This is an optimization exercise on Yosys and OpenROAD, whose aim is small area, not a production implementation. Where RTL was checked, it was by simulation tests only, not by an equivalence proof against the original. Power and IR drop assume default switching activity.

==> flow/design.v (excerpt) <==
module mos_core (
  input  wire        clk,
  input  wire        rst,         
  input  wire        cmd_valid,
  input  wire [1:0]  cmd_port,    
  input  wire [31:0] cmd_word,
  input  wire        tmr_clk_i,   
  output reg         res_valid,
  output wire [31:0] res_word,
  output wire        rb_ne_o,
  output wire        rb_nf_o,
  output wire        svc_pend_o,
  output wire        task_due_o
);
Size in the first run: about 2,700 cells after synthesis, ~75 I/O pins, about 32,000 µm² of cells after synthesis.
==> flow/config.mk <==
export PLATFORM = sky130hd
export DESIGN_NAME = mos_core
export DESIGN_NICKNAME = mos_core
export VERILOG_FILES = /design/flow/design.v
export SDC_FILE = /design/flow/constraint.sdc
export NUM_CORES = 4
export LEC_CHECK = 0
export CAP_MARGIN = 20
export CORE_MARGIN = 2
export CORE_UTILIZATION = 50
export CTS_CLUSTER_DIAMETER = 100
export CTS_CLUSTER_SIZE = 30
export SLEW_MARGIN = 20
==> flow/constraint.sdc <==
create_clock -name core_clock -period 10.0 [get_ports {clk}]
set_input_delay 2.0000 -clock core_clock [delete_from_list [all_inputs] [get_ports {clk}]]
set_output_delay 2.0000 -clock core_clock [all_outputs]
set_load 0.01 [all_outputs]
run.sh (not shown) runs the stock make flow with config.mk's settings and CLKGATE_MAP_FILE= SYNTH_SCRIPT=/design/flow/synth_recipe.tcl, a recipe that flattens the netlist after the stock synthesis.
The first run produced a clean layout.
Change:
- CTS_BUF_LIST: unset -> sky130_fd_sc_hd__clkbuf_8
- CTS_CLUSTER_DIAMETER: 100 -> unset
- CTS_CLUSTER_SIZE: 30 -> 40
- total power rose by about 17%
- non-clock buffer count does not change
- via count rose by about 1.8%
- area after synthesis is unchanged
- core utilization climbs by 1.8 points
- worst setup slack is worse by 0.025 ns
- worst hold slack gets worse by 0.0069 ns
- wire length came out higher by 1.9%
- sequential share of layout area drops by 1.6 points
No run of this note included a check of the RTL's function; only the layout flow was run.

== lane 3 ==
mos_core, a different RTL version from the one above (not shown whole).
Size in the first run: about 2600 cells after synthesis, roughly 75 I/O pins, about 28000 um2 of cells after synthesis.
Settings: LEC_CHECK=0, CAP_MARGIN=20, CORE_MARGIN=2, CORE_UTILIZATION=58, SLEW_MARGIN=20; clock period 10.0 ns.
standard.sh (not shown) runs the stock make flow with config.mk's settings and CLKGATE_MAP_FILE= SYNTH_SCRIPT=/design/flow/synth_recipe.tcl, a recipe that flattens the netlist after the stock synthesis.
==> flow/flow/run.sh <==
#!/bin/bash
# The standard layout (standard.sh) with three changes that keep the standard synthesis's
# registers as they are:
# - after the standard synthesis, the combinational cells of its netlist are mapped again by
#   ABC for area (flow/remap.py with each ABC script flow/abc_*.abc; the smallest result is
#   kept). Every flip-flop and tie cell is kept as a black box, so their instances, names and
#   cell types do not change;
# - port buffers use sky130_fd_sc_hd__buf_1;
# - clock tree synthesis inserts no dummy loads.
set -euo pipefail
export BUFFER_PORTS_ARGS="-buffer_cell sky130_fd_sc_hd__buf_1"
export CTS_ARGS="-sink_clustering_enable -repair_clock_nets -sink_clustering_size 25 -sink_clustering_max_diameter 100 -dont_use_dummy_load"
YOSYS=${FLOW_HOME}/../tools/install/yosys/bin/yosys
LIB=${FLOW_HOME}/platforms/${FLOW_PLATFORM}/lib/sky130_fd_sc_hd__tt_025C_1v80.lib
RES=orfs/results/${FLOW_PLATFORM}/mos_core/base

bash standard.sh synth > standard_synth.log 2>&1
cp ${RES}/1_2_yosys.v std_1_2_yosys.v

best=""
best_area=""
for s in flow/abc_*.abc; do
  n=$(basename ${s} .abc)
  python3 flow/remap.py ${LIB} std_1_2_yosys.v remap_${n}.v remap_${n}.ys remap_${n}_stubs.v ${s} ${FLOW_TOP} > remap_${n}_py.log 2>&1
  if ${YOSYS} -s remap_${n}.ys > remap_${n}_yosys.log 2>&1; then
    a=$(grep "Chip area for module" remap_${n}_yosys.log | tail -1 | awk '{print $NF}')
    echo "${n} ${a}" >> remap_areas.log
    if [[ -n "${a}" ]] && { [[ -z "${best_area}" ]] || python3 -c "import sys; sys.exit(0 if ${a} < ${best_area} else 1)"; }; then
      best=${n}
      best_area=${a}
    fi
  fi
done
echo "chosen ${best} ${best_area}" >> remap_areas.log
if [[ -n "${best}" ]]; then
  cp remap_${best}.v ${RES}/1_2_yosys.v
fi
bash standard.sh > standard_finish.log 2>&1
Other scripts of this flow, unchanged in this note and not shown: flow/flow/abc_1.abc, flow/flow/abc_2.abc, flow/flow/abc_3.abc, flow/flow/abc_4.abc, flow/flow/remap.py
The following lists how lane 2 was set up differently from lane 3:
diff --git a/flow/config.mk b/flow/config.mk
--- a/flow/config.mk
+++ b/flow/config.mk
@@ -8 +8 @@
-export CAP_MARGIN = 20
+export CAP_MARGIN = 0
@@ -10,2 +10,2 @@
-export CORE_UTILIZATION = 58
-export SLEW_MARGIN = 20
+export CORE_UTILIZATION = 50
+export SLEW_MARGIN = 0
## What came out
- Against lane 3, worst clock skew on the final layout in lane 2 came out better.
- Against lane 3, routed wire length in lane 2 came out worse.
- There was hardly any difference in sequential share of layout area between lane 2 and lane 3.
- Going from lane 3 to lane 2, total power draw now sits at about the same level, number of antenna violations at the first check in global routing down 1, portion of the layout cell area used by non-clock buffers barely changed.

Starting RTL as in the previous note.
export LEC_CHECK = 0
export CAP_MARGIN = 20
export CORE_MARGIN = 2
export CORE_UTILIZATION = 50
export SLEW_MARGIN = 20
create_clock -name core_clock -period 10.0 [get_ports {clk}]
Scripts as last shown in full above: flow/flow/run.sh
Other scripts of this flow, unchanged in this note and not shown: flow/flow/abc_1.abc, flow/flow/abc_2.abc, flow/flow/abc_3.abc, flow/flow/abc_4.abc, flow/flow/remap.py
The baseline went through all stages and came out clean.
Next try:
GPL_TIMING_DRIVEN = 0   (was not set)
Routed wire length shrinks by a few percent.
Clock power grows by a few percent.
Hold slack degrades by 5.9 ps.
Register-to-register slack degrades by 380 ps.
Die area is unchanged.
Via count shrinks slightly.
Maximum frequency shrinks by a little under a tenth.
Core utilization grows by 1.2 points.

job 9989:
mos_core, a different RTL version from the one above (not shown whole).
For scale: roughly 2400 cells after synthesis, roughly 75 I/O pins.
export LEC_CHECK = 0
export CAP_MARGIN = 20
export CORE_MARGIN = 2
export CORE_UTILIZATION = 50
export CTS_CLUSTER_DIAMETER = 100
export CTS_CLUSTER_SIZE = 30
export SLEW_MARGIN = 20
create_clock -name core_clock -period 10.0 [get_ports {clk}]
run.sh (not shown) runs the stock make flow with config.mk's settings and CLKGATE_MAP_FILE= SYNTH_SCRIPT=/design/flow/synth_recipe.tcl, a recipe that flattens the netlist after the stock synthesis.
Stock flow here: none of the scripts above is used.
Here is what was changed in the inputs of job 5282 compared with job 9989.
==> flow/flow/run.sh (new file) <==
#!/bin/bash
set -euo pipefail
export BUFFER_PORTS_ARGS="-buffer_cell sky130_fd_sc_hd__buf_1"
export CTS_ARGS="-sink_clustering_enable -repair_clock_nets -sink_clustering_size 30 -sink_clustering_max_diameter 100 -dont_use_dummy_load"
bash standard.sh > standard.log 2>&1
==> flow/standard.sh (new file) <==
#!/bin/bash
# synth_recipe.tcl (not shown) runs the flow's synth.tcl, then flattens the netlist and writes it again
# the make line also repeats each setting of config.mk as NAME=value (left out here)
make -C /OpenROAD-flow-scripts/flow DESIGN_CONFIG=/design/flow/config.mk WORK_HOME=/design/flow/orfs CLKGATE_MAP_FILE= SYNTH_SCRIPT=/design/flow/synth_recipe.tcl "${@:-finish}"
removed: flow/run.sh
--- outcome ---
- Compared with job 9989, cell area in job 5282 decreased slightly.
- Comparing job 5282 and job 9989, the lower wire length on met3 was measured on job 9989.
- Job 5282 ran to completion and came out clean on the timing, DRC and antenna checks.
- Register-to-register path setup slack, job 5282 and job 9989, higher one = job 9989.
- Of the two values seen for worst setup path endpoint, sch_delay[11] was produced by job 5282 and sch_delay[47] by job 9989.
- First-iteration DRC count, job 5282 vs job 9989: up by more than 10%

-- separate check: timing with driven ports --
Ports are ideal in the flow. The routed layouts listed here were re-timed in OpenROAD. Step 1 assumes that a clkbuf_16 drives the clock port and a buf_2 every other input. Step 2 also shifts input and output timing later by t, the mid clock arrival at the registers, as if the neighbouring blocks saw the same clock. Three values: ideal ports, drivers, drivers and shift; two values: the first two.
| run | t (ns) | slack for setup (ns) | worst setup path at the end | worst data-port slew with drivers (ns) |
|---|---|---|---|---|
| the first run of note 1 | 0.700 | 1.936 / 1.975 / 1.275 | input to register | 0.07 |
| the second run of note 1 | 0.777 | 1.910 / 1.948 / 1.171 | input to register | 0.07 |
| lane 3 | 0.650 | 1.395 / 1.437 / 0.786 | input to register | 0.06 |
| lane 2 | 0.678 | 1.198 / 1.243 / 0.565 | input to register | 0.06 |
| the first run of note 3 | 0.677 | 1.238 / 1.282 / 0.605 | input to register | 0.05 |
| the second run of note 3 | 0.681 | 0.543 / 0.580 / -0.101 | input to register | 0.04 |
| job 9989 | 0.696 | 1.569 / 1.608 / 0.912 | input to register | 0.07 |
| job 5282 | 0.663 | 1.669 / 1.712 / 1.049 | input to register | 0.04 |
Met with ideal ports but missed after step 2: setup timing in the second run of note 3. For the second run of note 1, which loses most, drivers alone change the setup slack by +0.038 ns; drivers and shift together by -0.739 ns.
